Source: an optimization exercise on an open RTL-to-GDS flow (aim: small area, a short achievable clock period and few clock cycles per item). Production flows keep margins and buffers that such runs may drop.
RTL that was checked went through simulation tests only; none was proved equivalent to the original.
Function not checked in runs 7 and 8: the RTL went through the layout flow alone.
Power figures rest on the tool's default switching activity, not on a simulated workload.

--- flow/standard.sh ---
#!/bin/bash
# synth_recipe.tcl (not shown) runs the flow's synth.tcl, then flattens the netlist and writes it again
# the make line also repeats each setting of config.mk as NAME=value (left out here)
make -C /OpenROAD-flow-scripts/flow DESIGN_CONFIG=/design/flow/config.mk WORK_HOME=/design/flow/orfs CLKGATE_MAP_FILE= SYNTH_SCRIPT=/design/flow/synth_recipe.tcl "${@:-finish}"
--- flow/constraint.sdc ---
create_clock -name core_clock -period 13.5 [get_ports {clk}]
set_input_delay 2.7000 -clock core_clock [delete_from_list [all_inputs] [get_ports {clk}]]
set_output_delay 2.7000 -clock core_clock [all_outputs]
set_load 0.01 [all_outputs]
--- flow/config.mk ---
export PLATFORM = sky130hd
export DESIGN_NAME = ppm_median_filter
export DESIGN_NICKNAME = ppm_median_filter
export VERILOG_FILES = /design/flow/design.v
export SDC_FILE = /design/flow/constraint.sdc
export NUM_CORES = 4
export LEC_CHECK = 0
export CAP_MARGIN = 20
export CORE_MARGIN = 2
export CORE_UTILIZATION = 60
export CTS_CLUSTER_DIAMETER = 100
export CTS_CLUSTER_SIZE = 20
export SLEW_MARGIN = 20
--- flow/flow/setup_margin ---
9.7
--- flow/flow/port_buffer ---
sky130_fd_sc_hd__buf_2
--- flow/design.v ---
module med5 (
    input  wire [15:0] h0,
    input  wire [15:0] h1,
    input  wire [15:0] h2,
    input  wire [15:0] h3,
    input  wire [15:0] h4,
    input  wire        lt12, lt13, lt14, lt23, lt24, lt34,
    output wire        lt01, lt02, lt03,
    output wire [15:0] med
);
    function lt16(input [15:0] a, input [15:0] b);
        integer i;
        reg l;
        begin
            l = 1'b0;
            for (i = 0; i < 16; i = i + 1)
                l = (~a[i] & b[i]) | (~a[i] & l) | (b[i] & l);
            lt16 = l;
        end
    endfunction
    assign lt01 = lt16(h0, h1);
    assign lt02 = lt16(h0, h2);
    assign lt03 = lt16(h0, h3);
    wire   lt04 = lt16(h0, h4);
    function [1:0] cnt3(input b0, input b1, input b2);
        cnt3 = {1'b0, b0} + {1'b0, b1} + {1'b0, b2};
    endfunction
    wire [1:0] o1 = cnt3(~lt12, ~lt13, ~lt14);
    wire [1:0] o2 = cnt3( lt12, ~lt23, ~lt24);
    wire [1:0] o3 = cnt3( lt13,  lt23, ~lt34);
    wire [1:0] o4 = cnt3( lt14,  lt24,  lt34);
    wire [4:1] r1 = {o4 == 2'd1, o3 == 2'd1, o2 == 2'd1, o1 == 2'd1};
    wire [4:1] r2 = {o4 == 2'd2, o3 == 2'd2, o2 == 2'd2, o1 == 2'd2};
    wire [4:1] b0 = {lt04, lt03, lt02, lt01};
    wire [4:1] sk = (b0 & r1) | (~b0 & r2);
    wire       s0 = ~|(b0 & r1) & |(b0 & r2);
    assign med = ({16{s0}} & h0) | ({16{sk[1]}} & h1) | ({16{sk[2]}} & h2)
               | ({16{sk[3]}} & h3) | ({16{sk[4]}} & h4);
endmodule
module ppm_median_filter (
    input  wire         clk,
    input  wire         rst,
    input  wire         in_valid,
    output wire         in_ready,
    input  wire         in_init,
    input  wire [255:0] in_data,
    output reg          out_valid,
    output reg  [255:0] out_data
);
    localparam NCH = 16;
    reg  [255:0] h0, h1, h2, h3, h4;
    reg  [3:0]   fill;           
    reg          ready;
    reg  [15:0]  dflt;           
    reg          got;            
    reg  [NCH-1:0] lt12, lt13, lt14, lt23, lt24, lt34;
    assign in_ready = ready;
    wire busy   = fill[0];
    wire sample = in_valid & ready & ~in_init & ~rst;
    wire init   = in_valid & ready &  in_init & ~rst;
    wire shift  = got | busy;
    always @(posedge clk) begin
        if (rst) begin
            fill  <= 4'b0000;
            ready <= 1'b1;
        end else if (init) begin
            fill  <= 4'b1111;
            ready <= 1'b0;
        end else begin
            fill  <= {1'b0, fill[3:1]};
            ready <= ~fill[2];
        end
    end
    always @(posedge clk)
        if (init)
            dflt <= in_data[15:0];
    always @(posedge clk) begin
        got       <= sample;
        out_valid <= got & ~rst;
    end
    always @(posedge clk)
        h0 <= in_data;
    always @(posedge clk)
        if (shift) begin
            h1 <= busy ? {NCH{dflt}} : h0;
            h2 <= h1;
            h3 <= h2;
            h4 <= h3;
        end
    wire [NCH-1:0] lt01, lt02, lt03;
    wire [255:0]   med;
    genvar gc;
    generate
        for (gc = 0; gc < NCH; gc = gc + 1) begin : ch
            med5 u_med5 (
                .h0(h0[gc*16 +: 16]), .h1(h1[gc*16 +: 16]), .h2(h2[gc*16 +: 16]),
                .h3(h3[gc*16 +: 16]), .h4(h4[gc*16 +: 16]),
                .lt12(lt12[gc]), .lt13(lt13[gc]), .lt14(lt14[gc]),
                .lt23(lt23[gc]), .lt24(lt24[gc]), .lt34(lt34[gc]),
                .lt01(lt01[gc]), .lt02(lt02[gc]), .lt03(lt03[gc]),
                .med(med[gc*16 +: 16])
            );
        end
    endgenerate
    always @(posedge clk)
        if (shift) begin
            lt12 <= busy ? {NCH{1'b0}} : lt01;
            lt13 <= busy ? {NCH{1'b0}} : lt02;
            lt14 <= busy ? {NCH{1'b0}} : lt03;
            lt23 <= busy ? {NCH{1'b0}} : lt12;
            lt24 <= busy ? {NCH{1'b0}} : lt13;
            lt34 <= busy ? {NCH{1'b0}} : lt23;
        end
    always @(posedge clk)
        out_data <= med;
endmodule
--- flow/flow/run.sh ---
#!/bin/bash
# The standard layout, with timing repair asked to leave a setup slack of
# flow/setup_margin ns (the clock period less the achieved period), and
# port buffers of the cell named in flow/port_buffer.
set -euo pipefail
SETUP_MARGIN=$(cat flow/setup_margin)
PORT_BUF=$(cat flow/port_buffer)
bash standard.sh synth > synth.log 2>&1
bash standard.sh SETUP_SLACK_MARGIN=$SETUP_MARGIN \
    "BUFFER_PORTS_ARGS=-buffer_cell $PORT_BUF" finish > layout.log 2>&1
==> results of run 1 <==
[synthesized netlist by cell type (76+ instances only)]
cell	n	area (µm²)
a21o_1	88	661
a21oi_1	156	781
a221o_1	282	2820
a222oi_1	132	1320
a22o_1	78	683
a22oi_1	85	638
clkbuf_1	122	458
dfxtp_1	519	10400
edfxtp_1	1136	34100
inv_1	605	2270
maj3_1	272	2720
nand2_1	259	972
nand2b_1	279	1750
nor2_1	255	957
nor2b_1	307	1920
o21ai_0	464	2320
o221ai_1	76	666
o22ai_1	89	557
[final cells by class]
cell class                      instances  area (µm²)  share of cell area [%]
Timing Repair Buffer                  577        4260                    5.13
Antenna cell                           13        32.5                  0.0392
Multi-Input combinational cell       3654       26900                    32.4
Clock buffer                          164        2620                    3.15
Sequential cell                      1655       44800                    53.9
Tap cell                             1625        2030                    2.45
Inverter                              638        2400                    2.89
Clock inverter                          6        57.6                  0.0693
[sequential cells by signal, summed over array words and instances (netlist names), 256 cells and up]
| name | count |
|---|---|
| h0 | 256 |
| h3 | 256 |
| h2 | 256 |
| out_data | 256 |
| h1 | 256 |
| h4 | 256 |
[how the worst min path moves through the flow]
stage / from / end / slack [ps] / cells past startpoint
2_1_floorplan: fill[2] / ready / 410 / 1
3_3_place_gp: fill[3] / fill[2] / 420 / 1
3_5_place_dp: fill[3] / fill[2] / 420 / 1
4_1_cts: fill[2] / ready / 440 / 1
5_1_grt: fill[2] / ready / 460 / 1
6_report: fill[2] / ready / 440 / 1
[cell families after synthesis]
family,after synthesis,share of synthesized area (%)
buffers and inverters,783,4.04
AO/OA/AOI/OAI,1975,20.2
flip-flops,1655,60.2
AND/OR/NAND/NOR,1266,9.02
multiplexers,44,0.605
adder cells (fa/ha/maj),367,5.89
[worst reg2reg max path: cells and delay by family, from the launching register on]
family | cells | cell delay [ps]
buffers and inverters | 1 | 160
AO/OA/AOI/OAI | 4 | 770
flip-flops | 1 | 390
AND/OR/NAND/NOR | 3 | 550
adder cells (fa/ha/maj) | 4 | 1720
[power by group through the flow]
| stage | logic [mW] | registers (mW) | clock network, mW |
|---|---|---|---|
| CTS | 3.27 | 6.80 | 3.02 |
| finish | 3.41 | 6.84 | 2.98 |
| global route | 3.64 | 6.91 | 3.19 |
| detailed placement | 3.01 | 6.81 | 0 |
| global placement | 2.97 | 6.81 | 0 |
| floorplan | 1.72 | 6.91 | 0 |
[placed cells by master, fill, tap and decap left out, types with 51 or more instances in the layout]
| cell | n |
|---|---|
| edfxtp_1 | 1136 |
| inv_1 | 602 |
| o21ai_0 | 463 |
| dfxtp_1 | 353 |
| buf_2 | 352 |
| nor2b_1 | 307 |
| a221o_1 | 282 |
| nand2b_1 | 279 |
| maj3_1 | 272 |
| nor2_1 | 254 |
| nand2_1 | 243 |
| buf_6 | 170 |
| a21oi_1 | 156 |
| dfxtp_2 | 138 |
| a222oi_1 | 132 |
| clkbuf_16 | 95 |
| o22ai_1 | 87 |
| a21o_1 | 86 |
| a22oi_1 | 85 |
| a22o_1 | 78 |
| o221ai_1 | 76 |
| clkbuf_1 | 70 |
| o211ai_1 | 64 |
| fa_1 | 64 |
| a211oi_1 | 51 |
[routing by layer]
layer	GRT usage, %	vias to the layer above
met5	0	-
met4	10.9	34
met3	6.50	384
met2	48.5	2675
met1	44.7	26500
li1	-	24500
[through the flow]
stage | std cells | cell area [µm²] | power, mW | setup slack (ps) | hold slack (ps)
after detailed placement | 8134 | 78500 | 9.82 | 8900 | 424
after CTS | 8309 | 82400 | 13.1 | 9510 | 436
final | 8332 | 83100 | 13.2 | 9560 | 438
after global placement | 8131 | 78500 | 9.78 | 9000 | 415
after floorplan | 6090 | 73900 | 8.63 | 4340 | 407
after global routing | 8319 | 83000 | 13.7 | 9520 | 457
[timing repair]
action | CTS | global route
setup buffers | 3 | 7
gates cloned | 2 | 2
pin swaps | 6 | 6
hold endpoints to repair | 0 | 0
endpoints found under the setup margin | 692 | 686
gates resized for setup | 339 | 110
==> impl_metrics.json, run 1 <==
{
  "status": "no timing/DRC/antenna violations",
  "required_ps": 10800,
  "crit_family": "flip-flops",
  "die_area_um2": 126000,
  "routedWlPerCell_um": 24.5,
  "skew_ps": 41.1,
  "p_switching_mw": 4.08,
  "min_period_ps": 3940,
  "synth_seq_area_share_pct": 60.2,
  "crit_arrival_ps": 1240,
  "area_growth_pct": 12.4,
  "synth_edf_count": 1136,
  "sequentialPowerShare_pct": 51.7,
  "slew_viol_final": 0,
  "yosys_warnings": 2,
  "overflow": 0,
  "coreArea_um2": 122000,
  "nNetsFinal": 6942,
  "startpoint": "out_data[6]",
  "drt-initial-drc-count": 7398,
  "synth_nets": 6414,
  "grt_max_degree": 184,
  "maxCapViolCount": 0,
  "met2WireLength_mm": 92.8,
  "path_max_fanout": 1,
  "endpoint_kind": "output pin",
  "netlist_area_um2": 73900,
  "grt_first_pass_wirelength_mm": 308,
  "r2r-start": "h0[248]",
  "routed.top_layer": "met5",
  "clockPowerShare_pct": 22.5,
  "ant_nets": 0,
  "sw_frac_of_total_pct": 30.8,
  "wl_met1_mm": 84.4,
  "startpoint_type": "flip-flop",
  "antenna_found_initial": 40,
  "critical_path_class": "flip-flop to output pin",
  "synthArstFlopShare_pct": 0,
  "grt_pass1_vias": 51800,
  "rr_endpoint": "out_data[252]",
  "port_buffers": 517,
  "clockBufferDepth": 3,
  "die_h_um": 355,
  "synth_seq_cells": 1655,
  "p_comb_share_pct": 25.8,
  "final_util_pct": 68.1,
  "num_io_pins": 518,
  "grt_use_total_pct": 31.5,
  "p_int_mw": 9.15,
  "min-delay-path-class": "flip-flop to flip-flop",
  "drcViolationCount": 0,
  "dr.pass1.iters": 8,
  "tightest_slew_ps": 1190,
  "root_buffer": "clkbuf_16",
  "place_hpwl_mm": 135,
  "critical_path.cell_chain": "buf_6",
  "cts_tree": "built",
  "crit_end": "out_data[6]",
  "cts_max_level": 3,
  "drive_gt1_share_pct": 15.1,
  "rsz0062_at_grt": "yes",
  "gp_congestion": 0.933,
  "start_util_pct": 60.5,
  "avgSynthCellArea_um2": 12.1,
  "viasPerCell": 6.49,
  "setup_viol": 0,
  "slowest_delay_ps": 400,
  "hold_violations": 0,
  "fmax_ghz": 0.254,
  "routed_wl_mm": 204,
  "cts_sinks": 1655,
  "power.leakage_nw": 31.3,
  "met3_length_mm": 19.8,
  "synth_cell_types": 93,
  "critical_path_cell_count": 1,
  "vias": 54100,
  "r2r_cells": 12,
  "fillerInstances": 9208,
  "ir_drop_mv": 0.148,
  "reg2reg_slack_ps": 9810,
  "crit_path_top_delay_cell": "dfxtp_4",
  "clk_pin_slew_ps": 90,
  "power_density_nw_per_um2": 159,
  "hold_buffers": 0,
  "slew_headroom_pct": 20.3,
  "tns_ps": 0,
  "numCtsBuffers": 92,
  "num_rows": 128,
  "finalCritPeriodShare_pct": 29.2,
  "syn-instance-count": 6090,
  "die_w_um": 355,
  "synth-main-ff-cell": "edfxtp_1",
  "crit_buf_inv": 1,
  "clk-insertion-delay-late_ps": 740
}
Testbench counts, summed over its fixed seeds: cycles 4,136, items 4,096.
==> inputs of run 2 (changes only) <==
==> flow/flow/port_buffer (replaced) <==
sky130_fd_sc_hd__buf_1
==> flow/flow/setup_margin (replaced) <==
9.8
==> run 2 against run 1 <==
  * Critical path type unchanged
  * Setup slack improved by 16 ps
  * Hold slack got worse by 12 ps
  * Synthesized cell count did not move
  * Combinational power about the same
  * Utilization about the same
  * Critical path depth unchanged
  * Synthesized area unchanged
  * Largest cell class unchanged
  * Count of clock-buffer cells in the layout up 3
==> impl_metrics.json, run 2 <==
{
  "crit_family": "flip-flops",
  "port_buffers": 517,
  "grt_first_pass_wirelength_mm": 310,
  "yosysMostFrequentCell": "edfxtp_1",
  "multi_input_area_um2": 27000,
  "numCtsBuffers": 92,
  "routed_wl_mm": 208,
  "routedWlPerCell_um": 24.9,
  "yosys_warnings": 2,
  "die_w_um": 355,
  "vias": 54500,
  "grt_pass1_vias": 51900,
  "clockPowerShare_pct": 22.2,
  "design_area_um2": 83100,
  "die_area_um2": 126000,
  "seq_area_um2": 44800,
  "syn-instance-count": 6090,
  "finalNonFillerCells": 8350,
  "final_util_pct": 68.1,
  "critical_path.cell_chain": "buf_6",
  "final_cell_mix": "edfxtp_1 (1136), inv_1 (602), o21ai_0 (463)",
  "fillerInstances": 9233,
  "cts_max_level": 3,
  "rsz0062_at_grt": "yes",
  "synth_top_cell_area_share_pct": 46.2,
  "place_hpwl_mm": 137,
  "crit_path_top_delay_cell": "dfxtp_4",
  "maxCapViolCount": 0,
  "status": "no timing/DRC/antenna violations",
  "holdWs_ps": 426,
  "sw_frac_of_total_pct": 30.9,
  "synth_seq_area_share_pct": 60.2,
  "cts_tree": "built",
  "crit_buf_inv": 1,
  "slew_headroom_pct": 21.9,
  "synth_edf_count": 1136,
  "p_switching_mw": 4.10,
  "ant_nets": 0,
  "slew_viol_final": 0,
  "synthArstFlopShare_pct": 0,
  "critical_path_class": "flip-flop to output pin",
  "coreArea_um2": 122000,
  "slowest_delay_ps": 400,
  "sequentialPowerShare_pct": 51.8,
  "antenna_found_initial": 35,
  "endpoint_kind": "output pin",
  "gp_congestion": 0.927,
  "dr.pass1.iters": 10,
  "area_growth_pct": 12.5,
  "fmax_ghz": 0.255,
  "setup_viol": 0,
  "yosys-top-cells-area": "edfxtp_1 (46%), dfxtp_1 (14%), a221o_1 (3.8%), maj3_1 (3.7%), o21ai_0 (3.1%)",
  "yosysTopAreaCell": "edfxtp_1",
  "grt_use_total_pct": 31.7,
  "tightest_slew_ps": 1170,
  "die_h_um": 355,
  "p_int_mw": 9.19,
  "path_max_fanout": 1,
  "root_buffer": "clkbuf_16",
  "synth_seq_cells": 1655,
  "avgSynthCellArea_um2": 12.1,
  "startpoint_type": "flip-flop",
  "tns_ps": 0,
  "clk-insertion-delay-late_ps": 720,
  "place_area_um2": 77900,
  "clockBufferDepth": 3,
  "drcViolationCount": 0,
  "mostFrequentLayoutCell": "edfxtp_1",
  "grt_max_degree": 185,
  "min_period_ps": 3930,
  "hold_violations": 0,
  "skew_ps": 28.1,
  "drive_gt1_share_pct": 11.9,
  "power.leakage_nw": 30.7,
  "synth_nets": 6414,
  "required_ps": 10800,
  "num_io_pins": 518,
  "min-delay-path-class": "flip-flop to flip-flop",
  "drt-initial-drc-count": 7247,
  "ir_drop_mv": 0.156,
  "power_density_nw_per_um2": 160,
  "synth-main-ff-cell": "edfxtp_1",
  "nNetsFinal": 6957,
  "viasPerCell": 6.52,
  "start_util_pct": 60.5,
  "cts_sinks": 1655,
  "overflow": 0,
  "place_inst": 8136,
  "finalCritPeriodShare_pct": 29.1,
  "num_rows": 128,
  "clk_pin_slew_ps": 90,
  "netlist_area_um2": 73900,
  "synth_top_cells_by_count": "edfxtp_1 (1136), inv_1 (605), dfxtp_1 (519)",
  "crit_arrival_ps": 1230,
  "synth_cell_types": 93,
  "p_comb_share_pct": 25.9
}
-- run 2: per-stage QoR --
step | setup slack (ps) | total power [mW]
after floorplan | 4340 | 8.63
after global placement | 9400 | 9.70
after detailed placement | 9310 | 9.74
after CTS | 9510 | 13.1
after global routing | 9510 | 13.8
final | 9570 | 13.3
-- run 2: path summary, 6_finish.rpt --
kind	start	endpoint	slack, ps	depth (start not counted)
worst min-delay path	fill[2]	ready	430	1
worst min register to register	fill[2]	ready	430	1
worst max-delay path	out_data[5]	out_data[5]	9570	1
worst max register to register	h4[133]	out_data[141]	9900	12
-- run 2: cell families (layout without fill, tap and decap cells) --
logic type	after synthesis	count (layout)	share of synthesized area, %
muxes	44	44	0.605
adders and majority gates	367	367	5.89
AOI/OAI and AO/OA	1975	1977	20.2
DFF	1655	1655	60.2
and+or+nand+nor	1266	1267	9.02
buffers and inverters	783	1399	4.04
other	0	16	0
-- run 2: area by class of cell --
| cell class | count | area share, % |
|---|---|---|
| Sequential cell | 1655 | 53.9 |
| Inverter | 638 | 2.89 |
| Clock inverter | 3 | 0.0301 |
| Antenna cell | 16 | 0.0482 |
| Tap cell | 1625 | 2.45 |
| Timing Repair Buffer | 591 | 4.99 |
| Multi-Input combinational cell | 3655 | 32.5 |
| Clock buffer | 167 | 3.13 |
-- run 2: power groups by stage --
stage                     logic, mW  clock network (mW)  registers, mW
after floorplan                1.72                   0           6.91
after global placement         2.85                   0           6.85
after detailed placement       2.88                   0           6.86
after CTS                      3.27                3.00           6.85
after global routing           3.69                3.18           6.95
final                          3.44                2.96           6.89
-- run 2: timing repair --
action	in CTS	in global routing
pin swaps	4	8
resized for setup	628	139
setup endpoints to repair	646	680
gates cloned	1	3
hold buffers	0	0
setup buffers	5	17
-- run 2: routing by layer --
metal / global-route usage (%) / up-vias / part of all wire (%)
met1: 45.1 / 26800 / 41
li1: - / 24500 / -
met3: 6.07 / 412 / 9.9
met2: 48.6 / 2662 / 45
met4: 12.3 / 28 / 3.7
met5: 0 / - / 0.083
==> inputs of run 3 (changes only) <==
==> flow/flow/setup_margin (replaced) <==
9.7
--- a/flow/config.mk
+++ b/flow/config.mk
@@ -7,7 +7,7 @@
 export LEC_CHECK = 0
 export CAP_MARGIN = 20
 export CORE_MARGIN = 2
-export CORE_UTILIZATION = 60
+export CORE_UTILIZATION = 70
 export CTS_CLUSTER_DIAMETER = 100
 export CTS_CLUSTER_SIZE = 20
 export SLEW_MARGIN = 20
==> run 3 against run 2 <==
  * Still clean
  * Global-route usage rose by 5.2 points
  * Register-to-register slack lost 140 ps
  * Clock skew fell by 7.3 ps
  * Synthesized cell count stayed put
  * Routed wire length is 0.77% lower
  * Synthesized area unchanged
  * Critical path type unchanged
  * Critical endpoint is now out_data[148]
  * Largest cell class unchanged
  * Highest routed layer unchanged
==> impl_metrics.json, run 3 <==
{
  "seq_area_um2": 44800,
  "routedWlPerCell_um": 25.4,
  "cts_tree": "built",
  "tightest_slew_ps": 1270,
  "grt_use_total_pct": 36.9,
  "tns_ps": 0,
  "finalCritPeriodShare_pct": 29.1,
  "grt_pass1_vias": 53100,
  "port_buffers": 517,
  "die_w_um": 329,
  "mostFrequentLayoutCell": "edfxtp_1",
  "power.leakage_nw": 30.5,
  "clk_pin_slew_ps": 90,
  "die_h_um": 329,
  "hold_violations": 0,
  "dr.pass1.iters": 10,
  "rsz0062_at_grt": "yes",
  "skew_ps": 20.8,
  "critical_path_class": "flip-flop to output pin",
  "yosysMostFrequentCell": "edfxtp_1",
  "synth_top_cells_by_count": "edfxtp_1 (1136), inv_1 (605), dfxtp_1 (519)",
  "rr_endpoint": "out_data[65]",
  "startpoint_type": "flip-flop",
  "slew_headroom_pct": 15.1,
  "grt_max_degree": 204,
  "nNetsFinal": 6933,
  "path_max_fanout": 1,
  "overflow": 0,
  "endpoint_kind": "output pin",
  "num_io_pins": 518,
  "slowest_delay_ps": 400,
  "numCtsBuffers": 92,
  "hp-start": "fill[3]",
  "drcViolationCount": 0,
  "crit_arrival_ps": 1220,
  "synth_seq_area_share_pct": 60.2,
  "crit_family": "flip-flops",
  "maxCapViolCount": 0,
  "slew_viol_final": 0,
  "start_util_pct": 70.4,
  "synth_top_cell_area_share_pct": 46.2,
  "finalNonFillerCells": 8096,
  "antenna_found_initial": 21,
  "num_rows": 119,
  "crit_path_top_delay_cell": "dfxtp_4",
  "synth_seq_cells": 1655,
  "synth_cell_types": 93,
  "status": "no timing/DRC/antenna violations",
  "hold_buffers": 0,
  "ir_drop_mv": 0.173,
  "cts_sinks": 1655,
  "ant_nets": 0,
  "clockBufferDepth": 3,
  "avgSynthCellArea_um2": 12.1,
  "setup_viol": 0,
  "routed_wl_mm": 206,
  "startpoint": "out_data[148]",
  "min_period_ps": 3920,
  "worstHoldPathCells": 1,
  "drive_gt1_share_pct": 11.3,
  "r2r-start": "h0[74]",
  "reg2reg_slack_ps": 9760,
  "synth-main-ff-cell": "edfxtp_1",
  "critical_path.cell_chain": "buf_6",
  "critical_path_cell_count": 1,
  "power_density_nw_per_um2": 161,
  "pre_cts_slack_ps": 8510,
  "fmax_ghz": 0.255,
  "synth_nets": 6414,
  "root_buffer": "clkbuf_16",
  "synthArstFlopShare_pct": 0,
  "place_inst": 7891,
  "r2r_cells": 12,
  "worst_slack_ps": 9580,
  "final_cell_mix": "edfxtp_1 (1136), inv_1 (604), o21ai_0 (462)",
  "drt-initial-drc-count": 8634,
  "required_ps": 10800,
  "cts_max_level": 3,
  "coreArea_um2": 105000,
  "gp_congestion": 0.955,
  "viasPerCell": 6.88,
  "vias": 55700,
  "area_growth_pct": 11.7,
  "yosys-top-cells-area": "edfxtp_1 (46%), dfxtp_1 (14%), a221o_1 (3.8%), maj3_1 (3.7%), o21ai_0 (3.1%)",
  "synth_edf_count": 1136,
  "fillerInstances": 6596,
  "yosysTopAreaCell": "edfxtp_1",
  "min_to": "fill[2]",
  "place_hpwl_mm": 134,
  "clk-insertion-delay-late_ps": 720,
  "syn-instance-count": 6090,
  "yosys_warnings": 2,
  "die_area_um2": 108000,
  "min-delay-path-class": "flip-flop to flip-flop",
  "multi_input_area_um2": 27000,
  "grt_first_pass_wirelength_mm": 309,
  "netlist_area_um2": 73900,
  "crit_buf_inv": 1
}
[run 3: changes by cell type in the layout (fill, tap and decap cells not counted), sizes merged]
cell | previous run | this run
o21bai | 24 | 23
inv | 610 | 608
diode | 16 | 22
clkinv | 28 | 30
clkinvlp | 3 | 1
clkbuf | 168 | 167
a32o | 4 | 3
or2 | 11 | 12
o2bb2ai | 17 | 18
buf | 590 | 567
[run 3: final cells by class]
type                    count  share of cell area (%)
flip-flops and latches   1655                    54.3
diodes                     22                  0.0667
well taps                1391                    2.11
repair buffers            567                    4.64
clock inverters             1                 0.00910
multi-input cells        3655                    32.7
inverters                 638                    2.90
clock buffers             167                    3.26
[run 3: kinds of logic after synthesis]
| family | count (synthesis) | synth area share [%] |
|---|---|---|
| mux | 44 | 0.605 |
| flops | 1655 | 60.2 |
| compound gates | 1975 | 20.2 |
| fa+ha+maj | 367 | 5.89 |
| buf+inv | 783 | 4.04 |
| simple gates | 1266 | 9.02 |
[run 3: worst max-delay path by stage]
stage | end | slack (ps)
4_1_cts | out_data[0] | 9550
5_1_grt | out_data[0] | 9530
3_3_place_gp | h4[255] | 8620
6_report | out_data[148] | 9580
3_5_place_dp | h1[234] | 8510
2_1_floorplan | h1[0] | 4340
[run 3: per-layer routing]
layer  global-route usage [%]  share of wire, %  wire [µm]
met4                     17.9               5.1      10400
met2                     55.7                45      93400
met3                     7.50                11      23100
met1                     51.5                38      79000
met5                        0             0.034         71
[run 3: where the power goes]
group	total, mW	internal, mW	switching (mW)	leakage [nW]
combinational	3.45	1.53	1.92	14.2
clock	2.98	1.35	1.63	1.28
sequential	6.85	6.29	0.561	15.1
total	13.3	9.18	4.11	30.5
[run 3: what timing repair did]
action	in CTS	in global routing
cloned	1	2
resized for setup	612	126
pin swaps	5	6
hold endpoints to repair	0	0
setup buffers	7	5
endpoints found under the setup margin	1107	627
[run 3: metrics by stage]
step | hold slack, ps | power [mW] | util (%) | instance area [µm²]
finish | 434 | 13.3 | 78.6 | 82500
global route | 452 | 13.7 | 78.6 | 82500
CTS | 444 | 13.1 | 77.9 | 81800
detailed placement | 422 | 9.72 | 73.8 | 77500
global placement | 413 | 9.65 | 73.8 | 77500
floorplan | 407 | 8.63 | - | 73900
==> inputs of run 4 (changes only) <==
==> flow/flow/setup_margin (replaced) <==
9.65
==> run 4 against run 3 <==
  * Critical endpoint unchanged
  * Critical path depth did not move
  * Still clean
  * Maximum frequency barely moved
  * Via count barely moved
==> impl_metrics.json, run 4 <==
{
  "vias": 55700,
  "critical_path.cell_chain": "buf_6",
  "num_io_pins": 518,
  "numCtsBuffers": 92,
  "yosys-top-cells-area": "edfxtp_1 (46%), dfxtp_1 (14%), a221o_1 (3.8%), maj3_1 (3.7%), o21ai_0 (3.1%)",
  "slowest_delay_ps": 400,
  "port_buffers": 517,
  "synthArstFlopShare_pct": 0,
  "place_hpwl_mm": 134,
  "required_ps": 10800,
  "grt_max_degree": 204,
  "mostFrequentLayoutCell": "edfxtp_1",
  "crit_buf_inv": 1,
  "yosysMostFrequentCell": "edfxtp_1",
  "routed_wl_mm": 206,
  "finalCritPeriodShare_pct": 29.1,
  "routedWlPerCell_um": 25.4,
  "synth_seq_area_share_pct": 60.2,
  "grt_use_met3_pct": 7.54,
  "hp-start": "fill[3]",
  "synth_cell_types": 93,
  "slew_headroom_pct": 18.9,
  "grt_use_total_pct": 36.9,
  "netlist_area_um2": 73900,
  "cts_tree": "built",
  "tightest_slew_ps": 1210,
  "crit_path_top_delay_cell": "dfxtp_4",
  "min-delay-path-class": "flip-flop to flip-flop",
  "status": "no timing/DRC/antenna violations",
  "power.leakage_nw": 30.5,
  "cts_max_level": 3,
  "startpoint_type": "flip-flop",
  "place_inst": 7891,
  "die_w_um": 329,
  "dr.pass1.iters": 10,
  "antenna_found_initial": 21,
  "reg2reg_slack_ps": 9690,
  "clk-insertion-delay-late_ps": 720,
  "hold_violations": 0,
  "use_met1_pct": 51.5,
  "rsz0062_at_grt": "yes",
  "busiest_layer": "met2",
  "r2r_cells": 11,
  "path_max_fanout": 1,
  "hold_buffers": 0,
  "root_buffer": "clkbuf_16",
  "start_util_pct": 70.4,
  "r2r-start": "h0[43]",
  "synth-main-ff-cell": "edfxtp_1",
  "crit_arrival_ps": 1220,
  "die_h_um": 329,
  "met2_usage_pct": 55.7,
  "worstHoldPathCells": 1,
  "final_util_pct": 78.6,
  "synth_seq_cells": 1655,
  "clk_pin_slew_ps": 90,
  "maxCapViolCount": 0,
  "fillerInstances": 6611,
  "die_area_um2": 108000,
  "area_growth_pct": 11.6,
  "gp_congestion": 0.955,
  "critical_path_class": "flip-flop to output pin",
  "skew_ps": 20.1,
  "setup_viol": 0,
  "ant_nets": 0,
  "num_rows": 119,
  "slew_viol_final": 0,
  "viasPerCell": 6.88,
  "synth_top_cell_area_share_pct": 46.2,
  "grt_first_pass_wirelength_mm": 308,
  "drcViolationCount": 0,
  "ir_drop_mv": 0.174,
  "avgSynthCellArea_um2": 12.1,
  "drt-initial-drc-count": 8517,
  "drive_gt1_share_pct": 11.2,
  "worst_slack_ps": 9580,
  "clockBufferDepth": 3,
  "power_density_nw_per_um2": 161,
  "min_period_ps": 3920,
  "synth_top_cells_by_count": "edfxtp_1 (1136), inv_1 (605), dfxtp_1 (519)",
  "cts_sinks": 1655,
  "grt_pass1_vias": 53100,
  "overflow": 0,
  "syn-instance-count": 6090,
  "nNetsFinal": 6935,
  "critical_path_cell_count": 1,
  "coreArea_um2": 105000,
  "min_to": "fill[2]",
  "final_cell_mix": "edfxtp_1 (1136), inv_1 (605), o21ai_0 (462)",
  "tns_ps": 0,
  "fmax_ghz": 0.255,
  "power.total_mw": 13.3,
  "crit_family": "flip-flops",
  "synth_edf_count": 1136,
  "finalNonFillerCells": 8093,
  "rr_endpoint": "out_data[44]",
  "yosys_warnings": 2,
  "yosysTopAreaCell": "edfxtp_1",
  "pre_cts_slack_ps": 8510,
  "synth_nets": 6414,
  "endpoint_kind": "output pin"
}
[run 4: metal layers]
layer | vias up | share of wire (%)
met1 | 27100 | 38
li1 | 24500 | -
met5 | - | 0.037
met3 | 568 | 11
met2 | 3515 | 45
met4 | 12 | 5.0
[run 4: cells by family (layout without fill, tap and decap cells)]
logic type                 Yosys count  after routing  synth area share, %
and+or+nand+nor                   1266           1268                 9.02
DFF                               1655           1655                 60.2
buffers and inverters              783           1375                 4.04
muxes                               44             44                0.605
other                                0             17                    0
AOI/OAI and AO/OA                 1975           1976                 20.2
adders and majority gates          367            367                 5.89
[run 4: layout make-up]
cell class	count	area, µm²	share of cell area, %
multi-input combinational	3655	27000	32.7
tap	1391	1740	2.11
timing repair buffer	569	3860	4.68
sequential	1655	44800	54.3
clock inverter	1	7.51	0.00910
antenna	17	42.5	0.0516
inverter	638	2400	2.91
clock buffer	167	2690	3.26
[run 4: per-stage QoR]
| step | instance area, µm² | hold slack [ps] |
|---|---|---|
| floorplan | 73900 | 407 |
| global placement | 77500 | 413 |
| detailed placement | 77500 | 422 |
| CTS | 81800 | 444 |
| global route | 82500 | 454 |
| finish | 82500 | 439 |
[run 4: power breakdown]
part	switching, mW	internal, mW	leakage [nW]
clock network	1.63	1.35	1.28
registers	0.560	6.29	15.1
logic	1.91	1.53	14.2
total	4.10	9.18	30.5
[run 4: timing repair]
| action | CTS | global route |
|---|---|---|
| setup endpoints to repair | 1050 | 778 |
| pin swaps | 3 | 6 |
| gates resized for setup | 605 | 124 |
| setup buffers | 5 | 9 |
| gates cloned | 1 | 2 |
[run 4: worst max-delay path by stage]
stage	start	end	slack [ps]
after global placement	fill[0]	h4[255]	8620
after CTS	out_data[0]	out_data[0]	9550
after global routing	out_data[0]	out_data[0]	9530
final	out_data[148]	out_data[148]	9580
after detailed placement	fill[0]	h1[234]	8510
after floorplan	fill[0]	h1[0]	4340
==> inputs of run 5 (changes only) <==
==> flow/flow/setup_margin (replaced) <==
9.7
--- a/flow/config.mk
+++ b/flow/config.mk
@@ -7,7 +7,7 @@
 export LEC_CHECK = 0
 export CAP_MARGIN = 20
 export CORE_MARGIN = 2
-export CORE_UTILIZATION = 70
+export CORE_UTILIZATION = 75
 export CTS_CLUSTER_DIAMETER = 100
 export CTS_CLUSTER_SIZE = 20
 export SLEW_MARGIN = 20
==> run 5 against run 4 <==
  * Setup slack lost 9.9 ps
  * Clock skew up 4.5 ps
  * Die area is 6.6% lower
  * Critical endpoint is now out_data[2]
  * Combinational power increased by 1%
  * Routed wire length is 2.4% higher
  * Non-clock buffer count up 12
  * Synthesized cell count did not move
  * Count of clock-buffer cells in the layout grew 2
  * Maximum frequency is 0.25% lower
  * Largest cell class unchanged
  * Power increased by 0.68%
  * Sequential power about the same
==> impl_metrics.json, run 5 <==
{
  "clockBufferDepth": 3,
  "grt_max_degree": 195,
  "avgSynthCellArea_um2": 12.1,
  "yosysMostFrequentCell": "edfxtp_1",
  "rsz0062_at_grt": "yes",
  "synth_edf_count": 1136,
  "slew_headroom_pct": 18.6,
  "yosysTopAreaCell": "edfxtp_1",
  "crit_path_top_delay_cell": "dfxtp_4",
  "crit_arrival_ps": 1230,
  "grt_first_pass_wirelength_mm": 317,
  "p_comb_share_pct": 26.2,
  "critical_path.cell_chain": "buf_6",
  "gp_congestion": 0.945,
  "finalCritPeriodShare_pct": 29.1,
  "area_growth_pct": 11.6,
  "start_util_pct": 75.4,
  "coreArea_um2": 98000,
  "synth_top_cells_by_count": "edfxtp_1 (1136), inv_1 (605), dfxtp_1 (519)",
  "overflow": 0,
  "cts_sinks": 1655,
  "hold_violations": 0,
  "die_w_um": 318,
  "nNetsFinal": 6948,
  "slowest_delay_ps": 410,
  "drive_gt1_share_pct": 11.5,
  "final_cell_mix": "edfxtp_1 (1136), inv_1 (603), o21ai_0 (461)",
  "vias": 57300,
  "port_buffers": 517,
  "required_ps": 10800,
  "yosys-top-cells-area": "edfxtp_1 (46%), dfxtp_1 (14%), a221o_1 (3.8%), maj3_1 (3.7%), o21ai_0 (3.1%)",
  "numCtsBuffers": 92,
  "syn-instance-count": 6090,
  "startpoint_type": "flip-flop",
  "num_rows": 115,
  "clockPowerShare_pct": 22.4,
  "skew_ps": 24.6,
  "synth_top_cell_area_share_pct": 46.2,
  "synth_cell_types": 93,
  "grt_pass1_vias": 55100,
  "drcViolationCount": 0,
  "place_hpwl_mm": 135,
  "synthArstFlopShare_pct": 0,
  "dr.pass1.iters": 13,
  "netlist_area_um2": 73900,
  "num_io_pins": 518,
  "p_int_mw": 9.18,
  "min_period_ps": 3930,
  "holdWs_ps": 427,
  "tightest_slew_ps": 1220,
  "cts_max_level": 3,
  "synth_nets": 6414,
  "power_density_nw_per_um2": 162,
  "crit_family": "flip-flops",
  "design_area_um2": 82500,
  "synth_seq_cells": 1655,
  "crit_buf_inv": 1,
  "root_buffer": "clkbuf_16",
  "viasPerCell": 7.15,
  "sequentialPowerShare_pct": 51.4,
  "setup_viol": 0,
  "sw_frac_of_total_pct": 31.3,
  "power.leakage_nw": 30.6,
  "antenna_found_initial": 23,
  "critical_path_class": "flip-flop to output pin",
  "clk_pin_slew_ps": 90,
  "fillerInstances": 5229,
  "drt-initial-drc-count": 9514,
  "power.total_mw": 13.4,
  "die_h_um": 318,
  "routedWlPerCell_um": 26.3,
  "maxCapViolCount": 0,
  "status": "no timing/DRC/antenna violations",
  "die_area_um2": 101000,
  "yosys_warnings": 2,
  "min-delay-path-class": "flip-flop to flip-flop",
  "tns_ps": 0,
  "ir_drop_mv": 0.151,
  "clk-insertion-delay-late_ps": 720,
  "fmax_ghz": 0.254,
  "endpoint_kind": "output pin",
  "routed_wl_mm": 211,
  "synth_seq_area_share_pct": 60.2,
  "path_max_fanout": 1,
  "p_switching_mw": 4.18,
  "grt_use_total_pct": 40.2,
  "cts_tree": "built",
  "slew_viol_final": 0,
  "place_area_um2": 77400,
  "synth-main-ff-cell": "edfxtp_1",
  "ant_nets": 0,
  "mostFrequentLayoutCell": "edfxtp_1"
}
-- run 5: cell types whose count changed in the layout (fill, tap and decap cells not counted), sizes merged --
| cell | before | now |
|---|---|---|
| buf | 569 | 581 |
| clkbuf | 167 | 169 |
| mux2i | 39 | 40 |
| inv | 608 | 609 |
| diode | 17 | 18 |
-- run 5: metrics by stage --
stage	utilization [%]	instances	worst slack, ps
after CTS	83.3	7969	9550
final	84.1	8006	9570
after detailed placement	78.9	7791	8610
after global placement	78.9	7791	8770
after floorplan	-	6090	4340
after global routing	84.1	7993	9540
-- run 5: cells by family after synthesis --
logic type,share of synthesized area [%]
AOI/OAI and AO/OA,20.2
and+or+nand+nor,9.02
adders and majority gates,5.89
buffers and inverters,4.04
muxes,0.605
DFF,60.2
-- run 5: final timing paths --
check | depth (start not counted) | end | slack [ps] | startpoint
min reg2reg | 1 | ready | 430 | fill[2]
max reg2reg | 12 | out_data[255] | 9730 | h0[246]
min | 1 | ready | 430 | fill[2]
max | 1 | out_data[2] | 9570 | out_data[2]
-- run 5: per-layer routing --
metal | GRT usage, % | routed length [µm]
met1 | 54.6 | 75600
met5 | 0 | 42
met2 | 62.4 | 98100
met4 | 21.0 | 11000
met3 | 7.81 | 26000
-- run 5: layout make-up --
class | instances | area (µm²) | share of cell area, %
repair buffers | 581 | 4000 | 4.85
well taps | 1287 | 1610 | 1.95
inverters | 638 | 2400 | 2.91
multi-input cells | 3656 | 26900 | 32.7
flip-flops and latches | 1655 | 44800 | 54.3
clock inverters | 2 | 16.3 | 0.0197
diodes | 18 | 45.0 | 0.0546
clock buffers | 169 | 2660 | 3.22
-- run 5: power groups by stage --
stage / clock network (mW) / logic [mW] / registers (mW)
after global routing: 3.14 / 3.69 / 6.93
after floorplan: 0 / 1.72 / 6.91
after global placement: 0 / 2.81 / 6.80
after CTS: 2.96 / 3.26 / 6.80
after detailed placement: 0 / 2.89 / 6.82
final: 2.99 / 3.50 / 6.88
-- run 5: repair_timing --
action	in CTS	in global routing
hold buffers	0	0
endpoints found under the setup margin	916	703
gates resized for setup	605	145
gates cloned	1	3
buffers inserted	6	12
endpoints found under the hold margin	0	0
pin swaps	5	6
==> inputs of run 6 (changes only) <==
==> flow/flow/port_buffer (replaced) <==
sky130_fd_sc_hd__buf_2
--- a/flow/config.mk
+++ b/flow/config.mk
@@ -7,7 +7,5 @@
 export LEC_CHECK = 0
 export CAP_MARGIN = 20
 export CORE_MARGIN = 2
-export CORE_UTILIZATION = 75
-export CTS_CLUSTER_DIAMETER = 100
-export CTS_CLUSTER_SIZE = 20
+export CORE_UTILIZATION = 40
 export SLEW_MARGIN = 20
==> run 6 against run 5 <==
  * Register-to-register slack better by 90 ps
  * Clock power is 68% higher
  * Setup slack worse by 140 ps
  * Utilization is 36 points lower
  * Flip-flop and latch count stayed put
  * Sequential power is 2% higher
  * Combinational power hardly changed
  * Maximum frequency is 3.4% lower
  * Non-clock buffer count stayed put
  * Clock skew is 28 ps higher
  * Sequential share of layout area is 3.3 points lower
  * Critical path type unchanged
  * Largest power group unchanged
==> impl_metrics.json, run 6 <==
{
  "clk-insertion-delay-late_ps": 850,
  "ant_nets": 0,
  "grt_pass1_vias": 54200,
  "numCtsBuffers": 178,
  "synth_top_cells_by_count": "edfxtp_1 (1136), inv_1 (605), dfxtp_1 (519)",
  "clk_pin_slew_ps": 70,
  "crit_family": "flip-flops",
  "yosysTopAreaCell": "edfxtp_1",
  "clockPowerShare_pct": 32.3,
  "yosys_warnings": 2,
  "area_growth_pct": 19.1,
  "clockBufferDepth": 3,
  "ir_drop_mv": 0.127,
  "yosysMostFrequentCell": "edfxtp_1",
  "rsz0062_at_grt": "yes",
  "cts_sinks": 1655,
  "tns_ps": 0,
  "fillerInstances": 16400,
  "port_buffers": 517,
  "p_comb_share_pct": 22.5,
  "crit_arrival_ps": 1370,
  "netlist_area_um2": 73900,
  "power_density_nw_per_um2": 176,
  "synth_top_family_by_area": "compound AO/OA/AOI/OAI gates",
  "die_h_um": 434,
  "seq_area_um2": 44900,
  "endpoint_kind": "output pin",
  "slew_viol_final": 0,
  "root_buffer": "clkbuf_16",
  "multi_input_area_um2": 27000,
  "crit_buf_inv": 1,
  "slew_headroom_pct": 23.4,
  "synth-simple-area-share_pct": 9.02,
  "drt-initial-drc-count": 6277,
  "required_ps": 10800,
  "start_util_pct": 40.3,
  "sequentialPowerShare_pct": 45.1,
  "viasPerCell": 5.87,
  "antenna_found_initial": 28,
  "place_hpwl_mm": 151,
  "dr.pass1.iters": 10,
  "synth_seq_area_share_pct": 60.2,
  "muxShareOfSynthArea_pct": 0.605,
  "mostFrequentLayoutCell": "edfxtp_1",
  "synth_compound_area_share_pct": 20.2,
  "die_w_um": 434,
  "sw_frac_of_total_pct": 30.2,
  "critical_path_class": "flip-flop to output pin",
  "min_period_ps": 4070,
  "avgSynthCellArea_um2": 12.1,
  "synth-xor-area-share_pct": 0,
  "startpoint_type": "flip-flop",
  "hold_violations": 0,
  "num_io_pins": 518,
  "die_area_um2": 188000,
  "grt_use_total_pct": 23.4,
  "slowest_delay_ps": 420,
  "synth_nets": 6414,
  "synth-main-ff-cell": "edfxtp_1",
  "holdWs_ps": 427,
  "tightest_slew_ps": 1140,
  "synthArstFlopShare_pct": 0,
  "vias": 54900,
  "final_util_pct": 48.0,
  "routed_wl_mm": 227,
  "coreArea_um2": 183000,
  "synthAdderAreaFrac_pct": 5.89,
  "p_switching_mw": 4.69,
  "fmax_ghz": 0.245,
  "status": "no timing/DRC/antenna violations",
  "crit_path_top_delay_cell": "dfxtp_4",
  "maxCapViolCount": 0,
  "synth_cell_types": 93,
  "overflow": 0,
  "min-delay-path-class": "flip-flop to flip-flop",
  "drive_gt1_share_pct": 18.2,
  "yosys-top-cells-area": "edfxtp_1 (46%), dfxtp_1 (14%), a221o_1 (3.8%), maj3_1 (3.7%), o21ai_0 (3.1%)",
  "path_max_fanout": 1,
  "final_cell_mix": "edfxtp_1 (1136), inv_1 (603), o21ai_0 (462)",
  "cts_tree": "built",
  "routedWlPerCell_um": 24.2,
  "finalCritPeriodShare_pct": 30.2,
  "drcViolationCount": 0,
  "grt_first_pass_wirelength_mm": 337,
  "p_int_mw": 10.8,
  "setup_viol": 0,
  "syn-instance-count": 6090,
  "worst_slack_ps": 9430,
  "gp_congestion": 0.918,
  "num_rows": 157,
  "grt_max_degree": 172,
  "synth_edf_count": 1136,
  "power.leakage_nw": 33.1,
  "cts_max_level": 4,
  "critical_path.cell_chain": "buf_6",
  "skew_ps": 52.4,
  "nNetsFinal": 7030,
  "hold_buffers": 0,
  "synth_seq_cells": 1655,
  "power.total_mw": 15.5,
  "pre_cts_slack_ps": 9330,
  "synth_top_cell_area_share_pct": 46.2
}
## run 6: cell counts after synthesis
No cell type changed its count.
## run 6: logic make-up after synthesis
kind of cell | count (synthesis)
AOI/OAI and AO/OA | 1975
adders and majority gates | 367
buffers and inverters | 783
DFF | 1655
muxes | 44
and+or+nand+nor | 1266
## run 6: worst paths after layout
kind | cells after the start | slack (ps) | start | endpoint
hold reg to reg | 1 | 430 | fill[2] | ready
setup reg to reg | 11 | 9820 | h1[216] | out_data[219]
hold / removal | 1 | 430 | fill[2] | ready
setup / recovery | 1 | 9430 | out_data[158] | out_data[158]
## run 6: power groups by stage
stage	Combinational, mW	Clock (mW)	Sequential (mW)
after floorplan	1.72	0	6.91
after global placement	3.00	0	6.94
after detailed placement	3.04	0	6.93
after CTS	3.37	5.11	6.98
after global routing	3.75	5.31	7.05
final	3.49	5.01	7.00
## run 6: through the flow
stage | cell area (µm²) | instances
after CTS | 87300 | 9321
after detailed placement | 79700 | 8979
after global routing | 87900 | 9331
final | 88000 | 9361
after floorplan | 73900 | 6090
after global placement | 79600 | 8978
## run 6: repair_timing
item | CTS | global route
buffers inserted | 5 | 5
setup endpoints to repair | 625 | 575
pin swaps | 5 | 4
cloned | 0 | 1
resized for setup | 450 | 112
hold endpoints to repair | 0 | 0
## run 6: layout make-up
class / instances / area share (%)
flip-flops and latches: 1655 / 51.0
multi-input cells: 3652 / 30.6
clock buffers: 258 / 5.88
repair buffers: 581 / 5.17
well taps: 2464 / 3.50
inverters: 638 / 2.72
clock inverters: 79 / 0.940
diodes: 34 / 0.0967
## run 6: layer usage
metal / vias to the layer above / global-route usage [%] / part of all wire (%)
met2: 2437 / 36.7 / 46
met5: - / 0 / 0.024
met4: 8 / 11.9 / 5.0
met3: 500 / 3.89 / 7.2
li1: 24800 / - / -
met1: 27200 / 31.2 / 41
==> inputs of run 7 (changes only) <==
--- a/flow/design.v
+++ b/flow/design.v
@@ -9,12 +9,23 @@
     output wire [15:0] med
 );
     function lt16(input [15:0] a, input [15:0] b);
-        integer i;
-        reg l;
+        reg [3:0] glt, geq;
+        integer g, i;
+        reg l, e;
         begin
-            l = 1'b0;
-            for (i = 0; i < 16; i = i + 1)
-                l = (~a[i] & b[i]) | (~a[i] & l) | (b[i] & l);
+            for (g = 0; g < 4; g = g + 1) begin
+                l = 1'b0;
+                e = 1'b1;
+                for (i = 0; i < 4; i = i + 1) begin
+                    l = (~a[4*g+i] & b[4*g+i]) | (~(a[4*g+i] ^ b[4*g+i]) & l);
+                    e = e & ~(a[4*g+i] ^ b[4*g+i]);
+                end
+                glt[g] = l;
+                geq[g] = e;
+            end
+            l = glt[0];
+            for (g = 1; g < 4; g = g + 1)
+                l = glt[g] | (geq[g] & l);
             lt16 = l;
         end
     endfunction
@@ -22,20 +33,16 @@
     assign lt02 = lt16(h0, h2);
     assign lt03 = lt16(h0, h3);
     wire   lt04 = lt16(h0, h4);
-    function [1:0] cnt3(input b0, input b1, input b2);
-        cnt3 = {1'b0, b0} + {1'b0, b1} + {1'b0, b2};
+    function two4(input b0, input b1, input b2, input b3);
+        two4 = ((b0 ^ b1) & (b2 ^ b3)) | (b0 & b1 & ~b2 & ~b3) | (~b0 & ~b1 & b2 & b3);
     endfunction
-    wire [1:0] o1 = cnt3(~lt12, ~lt13, ~lt14);
-    wire [1:0] o2 = cnt3( lt12, ~lt23, ~lt24);
-    wire [1:0] o3 = cnt3( lt13,  lt23, ~lt34);
-    wire [1:0] o4 = cnt3( lt14,  lt24,  lt34);
-    wire [4:1] r1 = {o4 == 2'd1, o3 == 2'd1, o2 == 2'd1, o1 == 2'd1};
-    wire [4:1] r2 = {o4 == 2'd2, o3 == 2'd2, o2 == 2'd2, o1 == 2'd2};
-    wire [4:1] b0 = {lt04, lt03, lt02, lt01};
-    wire [4:1] sk = (b0 & r1) | (~b0 & r2);
-    wire       s0 = ~|(b0 & r1) & |(b0 & r2);
-    assign med = ({16{s0}} & h0) | ({16{sk[1]}} & h1) | ({16{sk[2]}} & h2)
-               | ({16{sk[3]}} & h3) | ({16{sk[4]}} & h4);
+    wire s0 = two4(~lt01, ~lt02, ~lt03, ~lt04);
+    wire s1 = two4( lt01, ~lt12, ~lt13, ~lt14);
+    wire s2 = two4( lt02,  lt12, ~lt23, ~lt24);
+    wire s3 = two4( lt03,  lt13,  lt23, ~lt34);
+    wire s4 = two4( lt04,  lt14,  lt24,  lt34);
+    assign med = ({16{s0}} & h0) | ({16{s1}} & h1) | ({16{s2}} & h2)
+               | ({16{s3}} & h3) | ({16{s4}} & h4);
 endmodule
 module ppm_median_filter (
     input  wire         clk,
==> flow/flow/setup_margin (replaced) <==
9.6
==> run 7 against run 6 <==
  * Non-clock buffer count rose by 12
  * Sequential power fell by 6.1%
  * Flip-flop and latch count did not move
  * Clock skew rose by 2.0 ps
  * Design area rose by 6.2%
  * Via count fell by 1.3%
  * Synthesized cell count rose by 4.3%
  * First-iteration DRC count fell by 29%
  * Clock power rose by 1%
  * Hold slack improved by 3.1 ps
  * Power fell by 5.8%
  * Cell count rose by 5.0%
  * Critical endpoint is now out_data[227]
  * Largest power group unchanged
==> impl_metrics.json, run 7 <==
{
  "status": "no timing/DRC/antenna violations",
  "power.total_mw": 14.6,
  "r2r-start": "h0[1]",
  "grt_first_pass_wirelength_mm": 335,
  "min_period_ps": 4090,
  "holdWs_ps": 430,
  "min_to": "fill[0]",
  "vias": 54200,
  "r2r_cells": 15,
  "tightest_slew_ps": 1100,
  "ant_nets": 0,
  "viasPerCell": 5.52,
  "place_area_um2": 85500,
  "endpoint_kind": "output pin",
  "final_cell_mix": "edfxtp_1 (1136), ha_1 (1120), a22oi_1 (512)",
  "required_ps": 10800,
  "drt-initial-drc-count": 4447,
  "yosys-top-cells-area": "edfxtp_1 (43%), ha_1 (18%), dfxtp_1 (13%), a22oi_1 (4.8%), a21o_1 (4.4%)",
  "avgSynthCellArea_um2": 12.5,
  "design_area_um2": 93400,
  "die_w_um": 450,
  "die_area_um2": 202000,
  "routedWlPerCell_um": 22.4,
  "area_growth_pct": 17.7,
  "finalNonFillerCells": 9833,
  "die_h_um": 450,
  "num_rows": 163,
  "startpoint_type": "flip-flop",
  "hold_buffers": 0,
  "grt_max_degree": 176,
  "mostFrequentLayoutCell": "edfxtp_1",
  "synth_top_cell_area_share_pct": 43.0,
  "gp_congestion": 0.866,
  "antenna_found_initial": 37,
  "critical_path_class": "flip-flop to output pin",
  "crit_path_top_delay_cell": "dfxtp_4",
  "place_hpwl_mm": 148,
  "setup_viol": 0,
  "rr_endpoint": "out_data[12]",
  "finalCritPeriodShare_pct": 30.3,
  "power_density_nw_per_um2": 156,
  "cts_sinks": 1655,
  "power.leakage_nw": 40.3,
  "cts_max_level": 4,
  "clk_pin_slew_ps": 60,
  "nNetsFinal": 8361,
  "hp-start": "fill[1]",
  "drcViolationCount": 0,
  "grt_use_total_pct": 21.4,
  "path_max_fanout": 1,
  "synthArstFlopShare_pct": 0,
  "place_inst": 9435,
  "synth-main-ff-cell": "edfxtp_1",
  "numCtsBuffers": 182,
  "reg2reg_slack_ps": 9760,
  "rsz0062_at_grt": "yes",
  "start_util_pct": 40.3,
  "crit_family": "flip-flops",
  "num_io_pins": 518,
  "slew_headroom_pct": 26.6,
  "drive_gt1_share_pct": 17.0,
  "synth_top_cells_by_count": "edfxtp_1 (1136), ha_1 (1120), dfxtp_1 (519)",
  "crit_arrival_ps": 1390,
  "slew_viol_final": 0,
  "netlist_area_um2": 79400,
  "synth_seq_area_share_pct": 56.0,
  "min-delay-path-class": "flip-flop to flip-flop",
  "maxCapViolCount": 0,
  "skew_ps": 54.4,
  "yosys_warnings": 2,
  "yosysMostFrequentCell": "edfxtp_1",
  "worstHoldPathCells": 1,
  "crit_buf_inv": 1,
  "ir_drop_mv": 0.128,
  "syn-instance-count": 6350,
  "tns_ps": 0,
  "yosysTopAreaCell": "edfxtp_1",
  "routed_wl_mm": 220,
  "overflow": 0,
  "clockBufferDepth": 3,
  "slowest_delay_ps": 430,
  "coreArea_um2": 197000,
  "synth_nets": 7730,
  "clk-insertion-delay-late_ps": 870,
  "cts_tree": "built",
  "port_buffers": 517,
  "hold_violations": 0,
  "grt_pass1_vias": 55000,
  "synth_cell_types": 63,
  "critical_path.cell_chain": "buf_6",
  "synth_seq_cells": 1655,
  "synth_edf_count": 1136,
  "root_buffer": "clkbuf_16",
  "fmax_ghz": 0.244,
  "dr.pass1.iters": 6
}
## run 7: cell types whose count changed in the layout (fill, tap and decap cells not counted), moves of 79 or more
| cell | change |
|---|---|
| a21oi_1 | +102 |
| maj3_1 | -272 |
| a21o_1 | +381 |
| nand4_1 | +116 |
| o22ai_1 | -79 |
| a222oi_1 | -132 |
| a22oi_1 | +427 |
| nand2b_1 | -258 |
| inv_1 | -223 |
| a221o_1 | -279 |
| ha_1 | +1120 |
| nand2_1 | +117 |
| nor2b_1 | -259 |
## run 7: worst max-delay path by stage
stage	from	end	slack (ps)	depth (start not counted)
global placement	fill[0]	h2[150]	8910	4
finish	out_data[227]	out_data[227]	9410	1
global route	out_data[227]	out_data[227]	9340	1
floorplan	fill[0]	h1[0]	4350	3
detailed placement	fill[0]	h3[151]	8780	4
CTS	out_data[227]	out_data[227]	9300	1
## run 7: layout make-up
cell class              instances  area (µm²)
inverters                     393        1480
multi-input cells            4156       33200
well taps                    2640        3300
flip-flops and latches       1655       44800
clock buffers                 272        5400
diodes                         51         128
clock inverters                73         762
fillers                     17600      104000
repair buffers                593        4370
## run 7: routing by layer
layer  vias up  routed length (µm)  GRT usage (%)
met5         -                  13              0
met4         2                7840           9.61
met3       339               13300           2.95
met2      1785              107000           35.5
met1     26500               92000           27.7
li1      25600                   -              -
## run 7: metrics by stage
stage | util, % | worst slack (ps)
floorplan | - | 4350
global placement | 43.3 | 8910
detailed placement | 43.3 | 8780
CTS | 47.0 | 9300
global route | 47.3 | 9340
finish | 47.4 | 9410
## run 7: timing repair
action                                  CTS  global route
endpoints found under the setup margin  666           738
cloned                                    1             1
pin swaps                                 1             0
resized for setup                       327           134
buffers inserted                          0             0
## run 7: cells by family (layout without fill, tap and decap cells)
| logic type | after synthesis | count (layout) | share of synthesized area [%] |
|---|---|---|---|
| AOI/OAI and AO/OA | 1935 | 1935 | 16.5 |
| adders and majority gates | 1120 | 1120 | 17.6 |
| muxes | 34 | 34 | 0.429 |
| and+or+nand+nor | 1029 | 1030 | 6.26 |
| buffers and inverters | 540 | 1331 | 2.67 |
| DFF | 1655 | 1655 | 56.0 |
| xor gates and xnor gates | 37 | 37 | 0.408 |
| other | 0 | 51 | 0 |
## run 7: where the power goes
| group | internal, mW | switching (mW) |
|---|---|---|
| logic | 1.23 | 1.74 |
| registers | 6.14 | 0.430 |
| clock network | 2.88 | 2.19 |
| total | 10.2 | 4.36 |
==> inputs of run 8 (changes only) <==
==> flow/run.sh (new file) <==
#!/bin/bash
# synth_recipe.tcl (not shown) runs the flow's synth.tcl, then flattens the netlist and writes it again
# the make line also repeats each setting of config.mk as NAME=value (left out here)
make -C /OpenROAD-flow-scripts/flow DESIGN_CONFIG=/design/flow/config.mk WORK_HOME=/design/flow/orfs CLKGATE_MAP_FILE= SYNTH_SCRIPT=/design/flow/synth_recipe.tcl finish
removed: flow/flow/run.sh
removed: flow/flow/port_buffer
removed: flow/flow/setup_margin
removed: flow/standard.sh
==> run 8 against run 7 <==
  * Cell count down 0.31%
  * First-iteration DRC count fell by 1.1%
  * Non-clock buffer count down 9
  * Sequential power is 1% lower
  * Routed wire length is 2.0% higher
  * Count of clock-buffer cells in the layout down 15
==> impl_metrics.json, run 8 <==
{
  "start_util_pct": 40.3,
  "min_period_ps": 4810,
  "clk_pin_slew_ps": 60,
  "slew_viol_final": 0,
  "status": "no timing/DRC/antenna violations",
  "antenna_found_initial": 26,
  "synthArstFlopShare_pct": 0,
  "num_io_pins": 518,
  "power_density_nw_per_um2": 156,
  "finalNonFillerCells": 9803,
  "yosysTopAreaCell": "edfxtp_1",
  "synth_nets": 7730,
  "area_growth_pct": 19.1,
  "hold_violations": 0,
  "root_buffer": "clkbuf_16",
  "power.leakage_nw": 40.1,
  "die_h_um": 450,
  "required_ps": 10800,
  "p_comb_share_pct": 20.7,
  "maxCapViolCount": 0,
  "sw_frac_of_total_pct": 29.4,
  "gp_congestion": 0.858,
  "netlist_area_um2": 79400,
  "clockBufferDepth": 3,
  "finalCritPeriodShare_pct": 35.6,
  "grt_first_pass_wirelength_mm": 338,
  "startpoint_type": "flip-flop",
  "drt-initial-drc-count": 4400,
  "seq_area_um2": 44500,
  "holdWs_ps": 412,
  "avgSynthCellArea_um2": 12.5,
  "tightest_slew_ps": 1140,
  "min-delay-path-class": "flip-flop to flip-flop",
  "multi_input_area_um2": 33000,
  "synth_edf_count": 1136,
  "sequentialPowerShare_pct": 43.9,
  "routed_wl_mm": 225,
  "cts_sinks": 1655,
  "mostFrequentLayoutCell": "edfxtp_1",
  "slew_headroom_pct": 23.5,
  "crit_arrival_ps": 2110,
  "place_hpwl_mm": 152,
  "setup_viol": 0,
  "slowest_delay_ps": 660,
  "cts_setup_buffers": 0,
  "grt_use_total_pct": 21.7,
  "rsz0062_at_grt": "no",
  "dr.pass1.iters": 5,
  "grt_pass1_vias": 54500,
  "yosys_warnings": 2,
  "port_buffers": 517,
  "viasPerCell": 5.50,
  "ant_nets": 0,
  "crit_path_top_delay_cell": "clkdlybuf4s50_1",
  "path_max_fanout": 1,
  "cts_max_level": 4,
  "critical_path.cell_chain": "clkdlybuf4s50_1",
  "overflow": 0,
  "synth_cell_types": 63,
  "numCtsBuffers": 182,
  "endpoint_kind": "output pin",
  "synth_seq_area_share_pct": 56.0,
  "synth_seq_cells": 1655,
  "synth_top_cells_by_count": "edfxtp_1 (1136), ha_1 (1120), dfxtp_1 (519)",
  "ctsResizeCount": 0,
  "num_rows": 163,
  "final_cell_mix": "edfxtp_1 (1136), ha_1 (1120), dfxtp_1 (518)",
  "synth_top_cell_area_share_pct": 43.0,
  "ir_drop_mv": 0.135,
  "routedWlPerCell_um": 22.9,
  "crit_family": "buffers and inverters",
  "drive_gt1_share_pct": 7.35,
  "yosys-top-cells-area": "edfxtp_1 (43%), ha_1 (18%), dfxtp_1 (13%), a22oi_1 (4.8%), a21o_1 (4.4%)",
  "critical_path_class": "flip-flop to output pin",
  "fillerInstances": 17600,
  "skew_ps": 55.8,
  "tns_ps": 0,
  "crit_buf_inv": 1,
  "place_inst": 9426,
  "synth-main-ff-cell": "edfxtp_1",
  "die_w_um": 450,
  "grt_max_degree": 199,
  "cts_tree": "built",
  "coreArea_um2": 197000,
  "yosysMostFrequentCell": "edfxtp_1",
  "fmax_ghz": 0.208,
  "nNetsFinal": 8351,
  "p_switching_mw": 4.35,
  "hold_buffers": 0,
  "clockPowerShare_pct": 35.4,
  "syn-instance-count": 6350,
  "p_int_mw": 10.4,
  "clk-insertion-delay-late_ps": 840,
  "die_area_um2": 202000,
  "vias": 53900,
  "drcViolationCount": 0
}
run 8: kinds of logic after synthesis:
kind of cell    after synthesis  share of synthesized area, %
flops                      1655                          56.0
fa+ha+maj                  1120                          17.6
compound gates             1935                          16.5
xor+xnor                     37                         0.408
simple gates               1029                          6.26
buf+inv                     540                          2.67
mux                          34                         0.429
run 8: layer usage:
layer,up-vias,global-route usage (%),share of wire (%)
met5,-,0,0
met1,26500,27.7,42
met3,332,2.83,5.3
li1,25600,-,-
met2,1556,37.0,49
met4,0,9.02,3.6
run 8: per-stage QoR:
stage	total power [mW]	worst slack [ps]	utilization, %	cell area [µm²]
after floorplan	8.26	4120	-	79400
after global placement	9.61	9230	44.6	88000
after detailed placement	9.66	9190	44.6	88000
after CTS	14.9	8520	47.9	94400
after global routing	15.4	8630	47.9	94500
final	14.8	8690	47.9	94500
run 8: power by group through the flow:
stage	combinational (mW)	sequential, mW	clock [mW]
floorplan	1.63	6.62	0
global placement	3.03	6.59	0
detailed placement	3.07	6.59	0
CTS	3.09	6.50	5.34
global route	3.36	6.55	5.53
finish	3.07	6.49	5.23
run 8: final timing paths:
check / start / end / slack [ps] / depth (start not counted)
max: out_data[239] / out_data[239] / 8690 / 1
max reg2reg: fill[0] / h4[94] / 9060 / 4
min: h0[248] / out_data[248] / 410 / 1
min reg2reg: h0[248] / out_data[248] / 410 / 1
run 8: final cells by class:
| type | instances | share of cell area, % |
|---|---|---|
| Sequential cell | 1655 | 47.1 |
| Multi-Input combinational cell | 4155 | 34.9 |
| Timing Repair Buffer | 584 | 6.10 |
| Clock buffer | 257 | 5.65 |
| Tap cell | 2640 | 3.49 |
| Inverter | 393 | 1.56 |
| Clock inverter | 87 | 1.08 |
| Antenna cell | 32 | 0.0847 |

## afterwards: timing with drivers on the ports
In the flow no input, the clock included, has a driving cell. The finished layouts below were timed again as built, in two steps. Step 1: set_driving_cell puts a clkbuf_16 on clk and a buf_2 on each other input, an assumption about the parent block. Step 2 times the ports against the registers' clock, not the clock port: input delays grow and output delays shrink by t, the midpoint of the rising clock arrivals with the driver on. Three values: no drivers, after step 1, after step 2; two values: the first two.
run	shift t [ns]	slack for setup (ns)	worst setup path at the end	worst register clock-pin slew, ns	worst data-port slew with drivers (ns)
run 1	0.803	9.556 / 9.472 / 9.653	input to register	0.09 / 0.09	0.18
run 2	0.775	9.572 / 9.499 / 9.692	input to register	0.09 / 0.09	0.19
run 3	0.789	9.576 / 9.499 / 9.643	input to register	0.10 / 0.10	0.15
run 4	0.786	9.575 / 9.498 / 9.640	input to register	0.10 / 0.10	0.15
run 5	0.783	9.565 / 9.489 / 9.418	input to register	0.10 / 0.10	0.13
run 6	0.899	9.425 / 9.348 / 9.352	input to register	0.07 / 0.07	0.19
run 7	0.922	9.406 / 9.322 / 9.391	input to register	0.07 / 0.07	0.23
run 8	0.892	8.691 / 8.611 / 9.065	register to register	0.07 / 0.07	0.24
After both steps every run listed still meets setup and hold. The setup slack of run 5, which loses most, moves by -0.076 ns with the drivers and by -0.147 ns with both steps.
